Source: an optimization exercise on an open RTL-to-GDS flow (aim: small area, a short achievable clock period and few clock cycles). Production flows keep margins and buffers that such runs may drop. In this exercise RTL edits were held to simulation tests only and were not proved equivalent to the original. Power is estimated from default activity; no workload was simulated.

==> run a: inputs <==
==> flow/design.v <==
module hpd_decoder (
    input  wire        clk,
    input  wire        rst,
    input  wire        tbl_we,
    input  wire [4:0]  tbl_addr,
    input  wire [15:0] tbl_code,
    input  wire [4:0]  tbl_len,
    input  wire [7:0]  tbl_op,
    input  wire        start,
    input  wire [15:0] total_bits,
    input  wire [4:0]  est_bits,
    input  wire [13:0] bail_terms,
    input  wire [13:0] bail_ops,
    output wire        idle,
    output reg         done,
    input  wire        in_valid,
    input  wire [7:0]  in_data,
    output wire        in_ready,
    output reg         op_valid,
    output wire [7:0]  op_data,
    input  wire        op_ready
);
    localparam NCODES = 32;
    reg [16:0] t_v  [0:NCODES-1];
    reg [7:0]  t_op [0:NCODES-1];
    reg run;
    assign idle = !run;
    wire        w_ok = (tbl_len != 5'd0) && (tbl_len <= 5'd16) &&
                       ((tbl_code >> tbl_len) == 16'd0);
    wire [16:0] w_sh = {tbl_code, 1'b1} << (5'd16 - tbl_len);
    wire [16:0] w_v  = w_ok ? w_sh : 17'd0;
    always @(posedge clk) begin
        if (tbl_we && idle) begin
            t_v[tbl_addr]  <= w_v;
            t_op[tbl_addr] <= tbl_op;
        end
    end
    reg [31:0] bb;           
    reg [5:0]  bcnt;         
    reg [15:0] mk;           
    reg        slow;         
    wire [15:0] win = bb[31:16];
    wire [15:0] w1  = win & mk;
    wire [15:0] w0  = ~win & mk;
    wire [NCODES-1:0] match;
    wire [15:0]       emask [0:NCODES-1];
    genvar gi, gb;
    generate
        for (gi = 0; gi < NCODES; gi = gi + 1) begin : g_ent
            wire [16:0] v = t_v[gi];
            wire [15:0] m;
            assign m[0] = v[0];
            for (gb = 1; gb < 16; gb = gb + 1) begin : g_pfx
                assign m[gb] = m[gb-1] | v[gb];
            end
            wire [15:0] ok = ~m | (v[16:1] & w1) | (~v[16:1] & w0);
            assign match[gi] = m[15] & (&ok);
            assign emask[gi] = m;
        end
    endgenerate
    reg [15:0] mmin;
    integer i;
    always @(*) begin
        mmin = 16'hFFFF;
        for (i = 0; i < NCODES; i = i + 1)
            mmin = mmin & (emask[i] | {16{~match[i]}});
    end
    wire [7:0] lv_op  [0:62];
    wire       lv_any [0:62];
    wire       lv_two [0:62];
    generate
        for (gi = 0; gi < NCODES; gi = gi + 1) begin : g_leaf
            assign lv_op[31 + gi]  = t_op[gi];
            assign lv_any[31 + gi] = match[gi];
            assign lv_two[31 + gi] = 1'b0;
        end
        for (gi = 30; gi >= 0; gi = gi - 1) begin : g_node
            wire a0 = lv_any[2*gi+1];
            wire a1 = lv_any[2*gi+2];
            assign lv_any[gi] = a0 | a1;
            assign lv_two[gi] = lv_two[2*gi+1] | lv_two[2*gi+2] | (a0 & a1);
            assign lv_op[gi]  = a0 ? lv_op[2*gi+1] : lv_op[2*gi+2];
        end
    endgenerate
    wire       any_m    = lv_any[0];
    wire       conflict = lv_two[0];
    wire [7:0] dec_op   = any_m ? lv_op[0] : 8'hFF;
    wire       dec_ff   = &dec_op;
    reg [16:0] rem;          
    reg [4:0]  p_est;
    reg [13:0] nops;
    reg [13:0] tleft;        
    reg [13:0] oleft;        
    reg        opass;        
    reg        stop;         
    reg [7:0]  op_reg;
    assign op_data = op_reg;
    wire out_free = !op_valid || op_ready;
    wire can_dec  = run && !stop && (bcnt >= 6'd16) && out_free;
    wire fire     = can_dec && (slow || !conflict);
    wire to_slow  = can_dec && !slow && conflict;
    assign in_ready = run && (bcnt <= 6'd24);
    wire take = in_ready && in_valid;
    wire [16:0] oh;
    assign oh[0] = !fire;
    generate
        for (gi = 1; gi < 16; gi = gi + 1) begin : g_oh
            assign oh[gi] = fire && mmin[16-gi] && !mmin[15-gi];
        end
    endgenerate
    assign oh[16] = fire && mmin[0];
    reg [4:0] sh;
    integer k;
    always @(*) begin
        sh = 5'd0;
        for (k = 1; k < 17; k = k + 1)
            if (oh[k]) sh = sh | k[4:0];
    end
    wire [31:0] bfill  = take ? (bb | ({in_data, 24'd0} >> bcnt)) : bb;
    reg  [31:0] bnext;
    integer j;
    always @(*) begin
        bnext = 32'd0;
        for (k = 0; k < 17; k = k + 1)
            for (j = 0; j < 32; j = j + 1)
                if (j >= k) bnext[j] = bnext[j] | (oh[k] & bfill[j-k]);
    end
    wire [5:0]  cnext = bcnt + (take ? 6'd8 : 6'd0) - {1'b0, sh};
    wire [16:0] rem_n   = rem - {12'd0, p_est};
    wire        bud_end = rem_n[16] || (rem_n == 17'd0);
    wire [13:0] nops_n  = nops + 14'd1;
    wire        t_zero  = (tleft == 14'd0);
    wire        t_one   = (tleft == 14'd1);
    wire        opass_n = opass || (oleft == 14'd0);
    wire        bail_n  = opass_n && (t_zero || (t_one && dec_ff));
    always @(posedge clk) begin
        if (rst) begin
            run      <= 1'b0;
            done     <= 1'b0;
            op_valid <= 1'b0;
            slow     <= 1'b0;
            mk       <= 16'hFFFF;
        end else begin
            done <= 1'b0;
            if (op_valid && op_ready) op_valid <= 1'b0;
            if (!run) begin
                if (start) begin
                    run   <= 1'b1;
                    slow  <= 1'b0;
                    mk    <= 16'hFFFF;
                end
            end else begin
                if (fire) begin
                    op_valid <= 1'b1;
                    slow     <= 1'b0;
                    mk       <= 16'hFFFF;
                end else if (to_slow) begin
                    slow     <= 1'b1;
                    mk       <= mmin;
                end
                if (stop && !op_valid) begin
                    run  <= 1'b0;
                    done <= 1'b1;
                end else if (stop && op_valid && op_ready) begin
                    run  <= 1'b0;
                    done <= 1'b1;
                end
            end
        end
    end
    always @(posedge clk) begin
        if (!run) begin
            if (start) begin
                rem   <= {1'b0, total_bits};
                p_est <= est_bits;
                nops  <= 14'd0;
                tleft <= bail_terms;
                oleft <= bail_ops;
                opass <= 1'b0;
                stop  <= (total_bits == 16'd0);
                bb    <= 32'd0;
                bcnt  <= 6'd0;
            end
        end else begin
            bb   <= bnext;
            bcnt <= cnext;
            if (fire) begin
                op_reg <= dec_op;
                rem    <= rem_n;
                nops   <= nops_n;
                if (dec_ff && !t_zero) tleft <= tleft - 14'd1;
                if (oleft != 14'd0) oleft <= oleft - 14'd1;
                opass  <= opass_n;
                stop   <= bud_end || nops_n[13] || bail_n;
            end
        end
    end
endmodule
==> flow/run.sh <==
#!/bin/bash
# synth_recipe.tcl (not shown) runs the flow's synth.tcl, then flattens the netlist and writes it again
# the make line also repeats each setting of config.mk as NAME=value (left out here)
make -C /OpenROAD-flow-scripts/flow DESIGN_CONFIG=/design/flow/config.mk WORK_HOME=/design/flow/orfs CLKGATE_MAP_FILE= SYNTH_SCRIPT=/design/flow/synth_recipe.tcl finish
==> flow/config.mk <==
export PLATFORM = sky130hd
export DESIGN_NAME = hpd_decoder
export DESIGN_NICKNAME = hpd_decoder
export VERILOG_FILES = /design/flow/design.v
export SDC_FILE = /design/flow/constraint.sdc
export NUM_CORES = 4
export LEC_CHECK = 0
export CAP_MARGIN = 20
export CORE_MARGIN = 2
export CORE_UTILIZATION = 40
export PLACE_DENSITY = 0.6
export SLEW_MARGIN = 20
==> flow/constraint.sdc <==
create_clock -name core_clock -period 8.0 [get_ports {clk}]
set_input_delay 1.6000 -clock core_clock [delete_from_list [all_inputs] [get_ports {clk}]]
set_output_delay 1.6000 -clock core_clock [all_outputs]
set_load 0.01 [all_outputs]
==> inputs of run b, as changes to run a <==
==> flow/design.v (replaced) <==
module hpd_decoder (
    input  wire        clk,
    input  wire        rst,
    input  wire        tbl_we,
    input  wire [4:0]  tbl_addr,
    input  wire [15:0] tbl_code,
    input  wire [4:0]  tbl_len,
    input  wire [7:0]  tbl_op,
    input  wire        start,
    input  wire [15:0] total_bits,
    input  wire [4:0]  est_bits,
    input  wire [13:0] bail_terms,
    input  wire [13:0] bail_ops,
    output wire        idle,
    output reg         done,
    input  wire        in_valid,
    input  wire [7:0]  in_data,
    output wire        in_ready,
    output reg         op_valid,
    output wire [7:0]  op_data,
    input  wire        op_ready
);
    localparam NCODES = 32;
    integer i, j, k;
    genvar  gi, gb;
    reg [16:0] t_v  [0:NCODES-1];
    reg [7:0]  t_op [0:NCODES-1];
    reg run;
    assign idle = !run;
    wire        w_ok = (tbl_len != 5'd0) && (tbl_len <= 5'd16) &&
                       ((tbl_code >> tbl_len) == 16'd0);
    wire [16:0] w_sh = {tbl_code, 1'b1} << (5'd16 - tbl_len);
    wire [16:0] w_v  = w_ok ? w_sh : 17'd0;
    always @(posedge clk) begin
        if (tbl_we && idle) begin
            t_v[tbl_addr]  <= w_v;
            t_op[tbl_addr] <= tbl_op;
        end
    end
    reg [31:0] bb;           
    reg [5:0]  bcnt;         
    reg        slow;         
    reg [15:0] pw1, pw0;     
    wire [15:0] win = bb[31:16];
    wire [15:0] w1  = slow ? pw1 : win;
    wire [15:0] w0  = slow ? pw0 : ~win;
    wire [NCODES-1:0] match;
    wire [15:0]       emask [0:NCODES-1];
    generate
        for (gi = 0; gi < NCODES; gi = gi + 1) begin : g_ent
            wire [16:0] v = t_v[gi];
            wire [15:0] m;
            assign m[0] = v[0];
            for (gb = 1; gb < 16; gb = gb + 1) begin : g_pfx
                assign m[gb] = m[gb-1] | v[gb];
            end
            wire [15:0] ok = ~m | (v[16:1] & w1) | (~v[16:1] & w0);
            assign match[gi] = m[15] & (&ok);
            assign emask[gi] = m;
        end
    endgenerate
    reg [15:0] mmin;
    always @(*) begin
        mmin = 16'hFFFF;
        for (i = 0; i < NCODES; i = i + 1)
            mmin = mmin & (emask[i] | {16{~match[i]}});
    end
    reg [NCODES:0] lower;
    always @(*) begin
        lower[0] = 1'b0;
        for (i = 0; i < NCODES; i = i + 1)
            lower[i+1] = lower[i] | match[i];
    end
    wire [NCODES-1:0] sel = match & ~lower[NCODES-1:0];
    reg  [7:0] sel_op;
    always @(*) begin
        sel_op = 8'd0;
        for (i = 0; i < NCODES; i = i + 1)
            sel_op = sel_op | ({8{sel[i]}} & t_op[i]);
    end
    wire       any_m    = lower[NCODES];
    wire       conflict = |(match & lower[NCODES-1:0]);
    wire [7:0] dec_op   = any_m ? sel_op : 8'hFF;
    wire       dec_ff   = &dec_op;
    reg [16:0] rem;          
    reg [4:0]  p_est;
    reg [13:0] nops;
    reg [13:0] tleft;        
    reg [13:0] oleft;        
    reg        opass;        
    reg        stop_a;       
    reg        evd;          
    reg        ffd;          
    reg [7:0]  op_reg;
    assign op_data = op_reg;
    wire t_hit = (tleft == 14'd0) || (tleft == 14'd1 && evd && ffd);
    wire bail  = opass && t_hit;
    wire stop  = stop_a || bail;
    wire out_free = !op_valid || op_ready;
    wire fire     = run && !stop && !slow && (bcnt >= 6'd16) && out_free;
    wire settle   = (fire && !conflict) || slow;
    assign in_ready = run && (bcnt <= 6'd24);
    wire take = in_ready && in_valid;
    wire [16:1] oh;
    generate
        for (gi = 1; gi < 16; gi = gi + 1) begin : g_oh
            assign oh[gi] = mmin[16-gi] && !mmin[15-gi];
        end
    endgenerate
    assign oh[16] = mmin[0];
    wire [31:0] bfill = take ? (bb | ({in_data, 24'd0} >> bcnt)) : bb;
    wire [5:0]  cfill = take ? bcnt + 6'd8 : bcnt;
    reg  [31:0] bshift;
    reg  [5:0]  cshift;
    always @(*) begin
        bshift = 32'd0;
        cshift = 6'd0;
        for (k = 1; k < 17; k = k + 1) begin
            for (j = 0; j < 32; j = j + 1)
                if (j >= k) bshift[j] = bshift[j] | (oh[k] & bfill[j-k]);
            cshift = cshift | ({6{oh[k]}} & (cfill - k[5:0]));
        end
    end
    wire [16:0] rem_n   = rem - {12'd0, p_est};
    wire        bud_end = rem_n[16] || (rem_n == 17'd0);
    wire [13:0] nops_n  = nops + 14'd1;
    always @(posedge clk) begin
        if (rst) begin
            run      <= 1'b0;
            done     <= 1'b0;
            op_valid <= 1'b0;
            slow     <= 1'b0;
            evd      <= 1'b0;
        end else begin
            done <= 1'b0;
            slow <= fire && conflict;
            evd  <= settle;
            if (settle)
                op_valid <= 1'b1;
            else if (op_ready)
                op_valid <= 1'b0;
            if (!run) begin
                if (start) run <= 1'b1;
            end else if (stop && !slow && (!op_valid || op_ready)) begin
                run  <= 1'b0;
                done <= 1'b1;
            end
        end
    end
    always @(posedge clk) begin
        ffd <= dec_ff;
        pw1 <= win & mmin;
        pw0 <= ~win & mmin;
        if (fire || slow) op_reg <= dec_op;
        if (!run) begin
            bb   <= 32'd0;
            bcnt <= 6'd0;
        end else begin
            bb   <= fire ? bshift : bfill;
            bcnt <= fire ? cshift : cfill;
        end
        if (!run) begin
            if (start) begin
                rem    <= {1'b0, total_bits};
                p_est  <= est_bits;
                nops   <= 14'd0;
                tleft  <= bail_terms;
                oleft  <= bail_ops;
                opass  <= 1'b0;
                stop_a <= (total_bits == 16'd0);
            end
        end else begin
            if (evd && ffd && tleft != 14'd0) tleft <= tleft - 14'd1;
            if (fire) begin
                rem    <= rem_n;
                nops   <= nops_n;
                if (oleft != 14'd0) oleft <= oleft - 14'd1;
                opass  <= opass || (oleft == 14'd0);
                stop_a <= bud_end || nops_n[13];
            end
        end
    end
endmodule
- CORE_UTILIZATION: 40 -> 30
- PLACE_DENSITY: 0.6 -> 0.45
- SETUP_SLACK_MARGIN: unset -> 2.5
==> run summary <==
In run b the register-to-register slack is higher than in run a, by 2.0 ns. In combinational power, run a is at 4.0 times the value of run b. Between run a and run b, the lower synthesized cell count is in run a (gap about 20%, measured against run b). In run b the via count is larger than in run a, by about 30%.
Testbench counts of run a, summed over its fixed seeds: cycles 124,523.
Testbench counts of run b, summed over its fixed seeds: cycles 124,523.

[static timing again, ports no longer ideal]
How much do the figures lean on ideal ports? The routed layouts below were timed once more, with nothing changed but the port constraints.
Step 1, drivers: a clkbuf_16 drives clk and a buf_2 each remaining input, both assumed.
Step 2 times the ports against the registers' clock, not the clock port: input delays grow and output delays shrink by t, the midpoint of the rising clock arrivals with the driver on.
Three values: no drivers, after step 1, after step 2; two values: the first two.
| run | t (ns) | slack for setup (ns) | worst setup path at the end | slew at the worst register clock pin (ns) | worst slew at a driven data input, ns |
|---|---|---|---|---|---|
| run a | 0.859 | 0.249 / 0.249 / 0.249 | register to register | 0.07 / 0.07 | 0.07 |
| run b | 0.909 | 2.279 / 2.279 / 1.580 | input to register | 0.07 / 0.07 | 0.08 |
After both steps every run listed still meets setup and hold. For run b, which loses most, drivers alone change the setup slack by 0.000 ns; drivers and shift together by -0.699 ns.
